This is an optimization exercise on Yosys and OpenROAD, whose aim is small area, a short achievable clock period and few clock cycles, not a production implementation. Function was checked by simulation only, so behaviour that the tests miss may differ from the original.

==> v36: inputs <==
## lmx_extract
module lmx_extract (
    input  wire        clk,
    input  wire        rst,
    input  wire        ld_en,
    input  wire [2:0]  ld_arr,      
    input  wire [2:0]  ld_idx,
    input  wire [63:0] ld_data,
    input  wire        cfg_en,
    input  wire        cfg_w8,      
    input  wire [2:0]  cfg_idx_mult,
    input  wire [2:0]  cfg_idx_xor,
    input  wire        start,
    input  wire [15:0] count,
    input  wire        f64,
    output reg         out_valid,
    input  wire        out_ready,
    output wire [63:0] out_data,
    output wire        busy,
    input  wire [2:0]  rd_arr,
    input  wire [2:0]  rd_idx,
    output wire [63:0] rd_data,
    output wire [2:0]  idx_mult,
    output wire [2:0]  idx_xor
);
    reg [511:0] mult_x;
    reg [511:0] mult_a;
    reg [511:0] mult_b;
    reg [511:0] xor_x;
    reg [511:0] xor_a;
    reg [511:0] xor_b;
    reg        w8;
    reg [2:0]  im;
    reg [2:0]  ix;
    reg        active;      
    reg [15:0] remaining;
    reg        f64_r;
    reg        pv;          
    reg [63:0] obuf;
    reg        opv;         
    reg [63:0] op_a;
    reg [31:0] op_one;      
    reg [31:0] op_two;
    reg [31:0] op_neg;
    reg [63:0] op_b;
    assign busy     = active | out_valid;
    assign idx_mult = im;
    assign idx_xor  = ix;
    wire [2:0] wlast  = {w8, 2'b11};
    wire       im_end = (im == wlast);
    wire [2:0] im_n   = im_end ? 3'd0 : im + 3'd1;
    wire [2:0] ix_n   = (ix == wlast) ? 3'd0 : ix + 3'd1;
    wire [2:0] pim    = opv ? im_n : im;
    wire [7:0] hp = 8'd1 << pim;
    wire [7:0] hi = 8'd1 << ix;
    wire [7:0] hr = 8'd1 << rd_idx;
    wire [7:0] ra = 8'd1 << rd_arr;
    wire [7:0] h0 = busy ? hp : (hr & {8{ra[0]}});
    wire [7:0] h1 = busy ? hp : (hr & {8{ra[1]}});
    wire [7:0] h2 = busy ? hp : (hr & {8{ra[2]}});
    wire [7:0] h3 = busy ? hi : (hr & {8{ra[3]}});
    wire [7:0] h4 = busy ? hi : (hr & {8{ra[4]}});
  ...
Settings: LEC_CHECK=0, CAP_MARGIN=20, CORE_MARGIN=2, CORE_UTILIZATION=40, CTS_BUF_LIST=sky130_fd_sc_hd__clkbuf_4, PLACE_DENSITY=0.5, SLEW_MARGIN=20; clock period 20.0 ns.
run.sh (not shown) runs the stock make flow with config.mk's settings and CLKGATE_MAP_FILE= SYNTH_SCRIPT=/design/flow/synth_recipe.tcl, a recipe that flattens the netlist after the stock synthesis.
==> inputs of v16, as changes to v36 <==
==> flow/flow/run.sh (new file) <==
#!/bin/bash
set -euo pipefail
bash standard.sh SETUP_SLACK_MARGIN=10 TNS_END_PERCENT=10 MATCH_CELL_FOOTPRINT=0 \
    "BUFFER_PORTS_ARGS=-buffer_cell sky130_fd_sc_hd__buf_4" \
    "CTS_ARGS=-sink_clustering_enable -repair_clock_nets -dont_use_dummy_load -buf_list {sky130_fd_sc_hd__clkbuf_4}" \
    finish > flow_make.log 2>&1
==> flow/standard.sh (new file) <==
#!/bin/bash
# synth_recipe.tcl (not shown) runs the flow's synth.tcl, then flattens the netlist and writes it again
# the make line also repeats each setting of config.mk as NAME=value (left out here)
make -C /OpenROAD-flow-scripts/flow DESIGN_CONFIG=/design/flow/config.mk WORK_HOME=/design/flow/orfs CLKGATE_MAP_FILE= SYNTH_SCRIPT=/design/flow/synth_recipe.tcl "${@:-finish}"
CORE_UTILIZATION = 50   (was 40)
CTS_BUF_LIST = not set   (was sky130_fd_sc_hd__clkbuf_4)
PLACE_DENSITY = 0.6   (was 0.5)
removed: flow/run.sh
==> inputs of v30, as changes to v36 <==
--- a/flow/design.v
+++ b/flow/design.v
@@ -79,19 +79,20 @@
     reg  [31:0] bd_one, bd_two, bd_neg;
     always @(*) begin
         for (k = 0; k < 32; k = k + 1) begin
             bd_one[k] = xe[2*k+1] ^ xe[2*k];
             bd_two[k] = (xe[2*k+2] & ~xe[2*k+1] & ~xe[2*k]) | (~xe[2*k+2] & xe[2*k+1] & xe[2*k]);
             bd_neg[k] = xe[2*k+2];
         end
     end
-    wire [63:0] v;
+    wire [63:0] r0, r1;
     lmx_mac mac (.a(op_a), .one(op_one), .two(op_two), .neg(op_neg), .b(op_b),
-                 .m(xx), .v(v));
+                 .r0(r0), .r1(r1));
+    wire [63:0] v     = (r0 + r1) ^ xx;
     wire [63:0] xnext = (xa ^ xx) + xb;
     wire [63:0] mz = {obuf[52:0], 11'd0};
     reg  [2:0]  lzb [0:7];
     reg  [7:0]  nzb;
     reg  [2:0]  hz;
     reg  [7:0]  tb;
     reg  [5:0]  lz;
     always @(*) begin
@@ -215,18 +216,18 @@
     end
 endmodule
 module lmx_mac (
     input  wire [63:0] a,
     input  wire [31:0] one,
     input  wire [31:0] two,
     input  wire [31:0] neg,
     input  wire [63:0] b,
-    input  wire [63:0] m,
-    output wire [63:0] v
+    output wire [63:0] r0,
+    output wire [63:0] r1
 );
     wire one0 = one[0];
     wire two0 = two[0];
     wire neg0 = neg[0];
     wire [63:0] e0 = a[63:0] ^ {64{neg0}};
     wire p0_0 = (one0 & e0[0]) | (two0 & neg0);
     wire p0_1 = (one0 & e0[1]) | (two0 & e0[0]);
     wire p0_2 = (one0 & e0[2]) | (two0 & e0[1]);
@@ -3514,17 +3515,16 @@
     wire c2073 = (c1944 & s1945) | (c1944 & s1815) | (s1945 & s1815);
     wire s2074 = c1946 ^ s1947 ^ s1819;
     wire c2075 = (c1946 & s1947) | (c1946 & s1819) | (s1947 & s1819);
     wire s2076 = c1948 ^ s1949 ^ s1823;
     wire c2077 = (c1948 & s1949) | (c1948 & s1823) | (s1949 & s1823);
     wire s2078 = c1950 ^ s1951 ^ s1827;
     wire c2079 = (c1950 & s1951) | (c1950 & s1827) | (s1951 & s1827);
     wire s2080 = c1952 ^ s1953 ^ s1830;
-    wire [63:0] r0, r1;
     assign r0[0] = s1954;
     assign r1[0] = b[0];
     assign r0[1] = c1955;
     assign r1[1] = s1956;
     assign r0[2] = c1957;
     assign r1[2] = s1958;
     assign r0[3] = c1959;
     assign r1[3] = s1960;
@@ -3643,42 +3643,9 @@
     assign r0[60] = c2073;
     assign r1[60] = s2074;
     assign r0[61] = c2075;
     assign r1[61] = s2076;
     assign r0[62] = c2077;
     assign r1[62] = s2078;
     assign r0[63] = c2079;
     assign r1[63] = s2080;
-    wire [63:0] g0 = r0 & r1;
-    wire [63:0] p0 = r0 ^ r1;
-    wire [63:0] g1, p1;
-    assign g1[0:0] = g0[0:0];
-    assign p1[0:0] = p0[0:0];
-    assign g1[63:1] = g0[63:1] | (p0[63:1] & g0[62:0]);
-    assign p1[63:1] = p0[63:1] & p0[62:0];
-    wire [63:0] g2, p2;
-    assign g2[1:0] = g1[1:0];
-    assign p2[1:0] = p1[1:0];
-    assign g2[63:2] = g1[63:2] | (p1[63:2] & g1[61:0]);
-    assign p2[63:2] = p1[63:2] & p1[61:0];
-    wire [63:0] g3, p3;
-    assign g3[3:0] = g2[3:0];
-    assign p3[3:0] = p2[3:0];
-    assign g3[63:4] = g2[63:4] | (p2[63:4] & g2[59:0]);
-    assign p3[63:4] = p2[63:4] & p2[59:0];
-    wire [63:0] g4, p4;
-    assign g4[7:0] = g3[7:0];
-    assign p4[7:0] = p3[7:0];
-    assign g4[63:8] = g3[63:8] | (p3[63:8] & g3[55:0]);
-    assign p4[63:8] = p3[63:8] & p3[55:0];
-    wire [63:0] g5, p5;
-    assign g5[15:0] = g4[15:0];
-    assign p5[15:0] = p4[15:0];
-    assign g5[63:16] = g4[63:16] | (p4[63:16] & g4[47:0]);
-    assign p5[63:16] = p4[63:16] & p4[47:0];
-    wire [63:0] g6, p6;
-    assign g6[31:0] = g5[31:0];
-    assign p6[31:0] = p5[31:0];
-    assign g6[63:32] = g5[63:32] | (p5[63:32] & g5[31:0]);
-    assign p6[63:32] = p5[63:32] & p5[31:0];
-    assign v = p0 ^ m ^ {g6[62:0], 1'b0};
 endmodule
==> flow/flow/run.sh (new file) <==
#!/bin/bash
set -euo pipefail
bash standard.sh SETUP_SLACK_MARGIN=10 TNS_END_PERCENT=10 MATCH_CELL_FOOTPRINT=0 \
    "BUFFER_PORTS_ARGS=-buffer_cell sky130_fd_sc_hd__buf_4" \
    "CTS_ARGS=-sink_clustering_enable -repair_clock_nets -dont_use_dummy_load -buf_list {sky130_fd_sc_hd__clkbuf_4}" \
    finish > flow_make.log 2>&1
==> flow/standard.sh (new file) <==
#!/bin/bash
# synth_recipe.tcl (not shown) runs the flow's synth.tcl, then flattens the netlist and writes it again
# the make line also repeats each setting of config.mk as NAME=value (left out here)
make -C /OpenROAD-flow-scripts/flow DESIGN_CONFIG=/design/flow/config.mk WORK_HOME=/design/flow/orfs CLKGATE_MAP_FILE= SYNTH_SCRIPT=/design/flow/synth_recipe.tcl "${@:-finish}"
CORE_UTILIZATION = 50   (was 40)
CTS_BUF_LIST = not set   (was sky130_fd_sc_hd__clkbuf_4)
PLACE_DENSITY = 0.6   (was 0.5)
removed: flow/run.sh
==> inputs of v26, as changes to v36 <==
--- a/flow/design.v
+++ b/flow/design.v
@@ -79,19 +79,20 @@
     reg  [31:0] bd_one, bd_two, bd_neg;
     always @(*) begin
         for (k = 0; k < 32; k = k + 1) begin
             bd_one[k] = xe[2*k+1] ^ xe[2*k];
             bd_two[k] = (xe[2*k+2] & ~xe[2*k+1] & ~xe[2*k]) | (~xe[2*k+2] & xe[2*k+1] & xe[2*k]);
             bd_neg[k] = xe[2*k+2];
         end
     end
-    wire [63:0] v;
+    wire [63:0] r0, r1;
     lmx_mac mac (.a(op_a), .one(op_one), .two(op_two), .neg(op_neg), .b(op_b),
-                 .m(xx), .v(v));
+                 .r0(r0), .r1(r1));
+    wire [63:0] v     = (r0 + r1) ^ xx;
     wire [63:0] xnext = (xa ^ xx) + xb;
     wire [63:0] mz = {obuf[52:0], 11'd0};
     reg  [2:0]  lzb [0:7];
     reg  [7:0]  nzb;
     reg  [2:0]  hz;
     reg  [7:0]  tb;
     reg  [5:0]  lz;
     always @(*) begin
@@ -215,18 +216,18 @@
     end
 endmodule
 module lmx_mac (
     input  wire [63:0] a,
     input  wire [31:0] one,
     input  wire [31:0] two,
     input  wire [31:0] neg,
     input  wire [63:0] b,
-    input  wire [63:0] m,
-    output wire [63:0] v
+    output wire [63:0] r0,
+    output wire [63:0] r1
 );
     wire one0 = one[0];
     wire two0 = two[0];
     wire neg0 = neg[0];
     wire [63:0] e0 = a[63:0] ^ {64{neg0}};
     wire p0_0 = (one0 & e0[0]) | (two0 & neg0);
     wire p0_1 = (one0 & e0[1]) | (two0 & e0[0]);
     wire p0_2 = (one0 & e0[2]) | (two0 & e0[1]);
@@ -3514,17 +3515,16 @@
     wire c2073 = (c1944 & s1945) | (c1944 & s1815) | (s1945 & s1815);
     wire s2074 = c1946 ^ s1947 ^ s1819;
     wire c2075 = (c1946 & s1947) | (c1946 & s1819) | (s1947 & s1819);
     wire s2076 = c1948 ^ s1949 ^ s1823;
     wire c2077 = (c1948 & s1949) | (c1948 & s1823) | (s1949 & s1823);
     wire s2078 = c1950 ^ s1951 ^ s1827;
     wire c2079 = (c1950 & s1951) | (c1950 & s1827) | (s1951 & s1827);
     wire s2080 = c1952 ^ s1953 ^ s1830;
-    wire [63:0] r0, r1;
     assign r0[0] = s1954;
     assign r1[0] = b[0];
     assign r0[1] = c1955;
     assign r1[1] = s1956;
     assign r0[2] = c1957;
     assign r1[2] = s1958;
     assign r0[3] = c1959;
     assign r1[3] = s1960;
@@ -3643,42 +3643,9 @@
     assign r0[60] = c2073;
     assign r1[60] = s2074;
     assign r0[61] = c2075;
     assign r1[61] = s2076;
     assign r0[62] = c2077;
     assign r1[62] = s2078;
     assign r0[63] = c2079;
     assign r1[63] = s2080;
-    wire [63:0] g0 = r0 & r1;
-    wire [63:0] p0 = r0 ^ r1;
-    wire [63:0] g1, p1;
-    assign g1[0:0] = g0[0:0];
-    assign p1[0:0] = p0[0:0];
-    assign g1[63:1] = g0[63:1] | (p0[63:1] & g0[62:0]);
-    assign p1[63:1] = p0[63:1] & p0[62:0];
-    wire [63:0] g2, p2;
-    assign g2[1:0] = g1[1:0];
-    assign p2[1:0] = p1[1:0];
-    assign g2[63:2] = g1[63:2] | (p1[63:2] & g1[61:0]);
-    assign p2[63:2] = p1[63:2] & p1[61:0];
-    wire [63:0] g3, p3;
-    assign g3[3:0] = g2[3:0];
-    assign p3[3:0] = p2[3:0];
-    assign g3[63:4] = g2[63:4] | (p2[63:4] & g2[59:0]);
-    assign p3[63:4] = p2[63:4] & p2[59:0];
-    wire [63:0] g4, p4;
-    assign g4[7:0] = g3[7:0];
-    assign p4[7:0] = p3[7:0];
-    assign g4[63:8] = g3[63:8] | (p3[63:8] & g3[55:0]);
-    assign p4[63:8] = p3[63:8] & p3[55:0];
-    wire [63:0] g5, p5;
-    assign g5[15:0] = g4[15:0];
-    assign p5[15:0] = p4[15:0];
-    assign g5[63:16] = g4[63:16] | (p4[63:16] & g4[47:0]);
-    assign p5[63:16] = p4[63:16] & p4[47:0];
-    wire [63:0] g6, p6;
-    assign g6[31:0] = g5[31:0];
-    assign p6[31:0] = p5[31:0];
-    assign g6[63:32] = g5[63:32] | (p5[63:32] & g5[31:0]);
-    assign p6[63:32] = p5[63:32] & p5[31:0];
-    assign v = p0 ^ m ^ {g6[62:0], 1'b0};
 endmodule
==> flow/flow/run.sh (new file) <==
#!/bin/bash
set -euo pipefail
bash standard.sh SETUP_SLACK_MARGIN=10 TNS_END_PERCENT=10 MATCH_CELL_FOOTPRINT=0 \
    "BUFFER_PORTS_ARGS=-buffer_cell sky130_fd_sc_hd__buf_4" \
    "CTS_ARGS=-sink_clustering_enable -repair_clock_nets -dont_use_dummy_load -buf_list {sky130_fd_sc_hd__clkbuf_4}" \
    finish > flow_make.log 2>&1
==> flow/standard.sh (new file) <==
#!/bin/bash
# synth_recipe.tcl (not shown) runs the flow's synth.tcl, then flattens the netlist and writes it again
# the make line also repeats each setting of config.mk as NAME=value (left out here)
make -C /OpenROAD-flow-scripts/flow DESIGN_CONFIG=/design/flow/config.mk WORK_HOME=/design/flow/orfs CLKGATE_MAP_FILE= SYNTH_SCRIPT=/design/flow/synth_recipe.tcl "${@:-finish}"
CTS_BUF_LIST = not set   (was sky130_fd_sc_hd__clkbuf_4)
removed: flow/run.sh
==> flow_summary.json <==
{
  "grt_max_degree": 73,
  "worstMarginPinSlew_ns": 1.334,
  "min_from": "f64_r$_SDFFE_PP0P_",
  "outcome": "complete, no violations",
  "crit_arrival_ns": 7.13,
  "fp-row-count": 222,
  "cts_resized": 799
}
the above is filed under v30

==> flow_summary.json <==
{
  "cts_resized": 785,
  "outcome": "complete, no violations",
  "grt_max_degree": 129,
  "fp-row-count": 221,
  "min_from": "mult_b[113]$_DFFE_PP_",
  "crit_arrival_ns": 7.02
}
the above is filed under v16

==> flow_summary.json <==
{
  "wl_mm": 782.5,
  "worstMarginPinSlew_ns": 1.211,
  "fp-row-count": 247,
  "cts_resized": 0,
  "outcome": "complete, no violations",
  "min_from": "mult_a[208]$_DFFE_PP_",
  "grt_max_degree": 130,
  "crit_arrival_ns": 9.68
}
the above is filed under v36

==> flow_summary.json <==
{
  "worstMarginPinSlew_ns": 1.318,
  "min_from": "remaining[14]$_SDFFE_PP0P_",
  "cts_resized": 637,
  "crit_arrival_ns": 7.29,
  "outcome": "complete, no violations",
  "min_path_type": "reg -> reg"
}
the above is filed under v26

Testbench counts of v36, summed over its fixed seeds: cycles 8,728.
Testbench counts of v16, summed over its fixed seeds: cycles 8,728.
Testbench counts of v30, summed over its fixed seeds: cycles 8,728.
Testbench counts of v26, summed over its fixed seeds: cycles 8,728.

-- static timing again, ports no longer ideal --
The results above use ideal ports. As a check the final layouts listed here were re-extracted and re-timed, cells and wires unchanged.
Step 1 (the two cells are an assumption about what drives the block):
set clk [get_ports {clk}]
set_driving_cell -lib_cell sky130_fd_sc_hd__clkbuf_16 $clk
set_driving_cell -lib_cell sky130_fd_sc_hd__buf_2 [delete_from_list [all_inputs] $clk]
Step 2, shift: input delay + t, output delay - t, t = (earliest + latest rising clock arrival at the registers) / 2. This alone moves slack from input paths to output paths.
Three values: ideal ports, drivers, drivers and shift; two values: the first two.
run | t, ns | setup slack, ns | latest minus earliest clock arrival (ns) | worst data-port slew with drivers (ns) | cell pins on the clock port's net
v36 | 1.704 | 6.320 / 6.076 / 6.076 | 0.227 / 0.227 | 0.25 | 1
v16 | 1.753 | 8.976 / 8.681 / 8.192 | 0.223 / 0.223 | 0.35 | 1
v30 | 1.530 | 8.866 / 8.657 / 8.519 | 0.247 / 0.247 | 0.31 | 1
v26 | 1.812 | 8.711 / 8.435 / 8.396 | 0.323 / 0.323 | 0.35 | 1
After both steps setup and hold are still met in every run listed. The setup slack of v16, which loses most, moves by -0.295 ns with the drivers and by -0.784 ns with both steps.
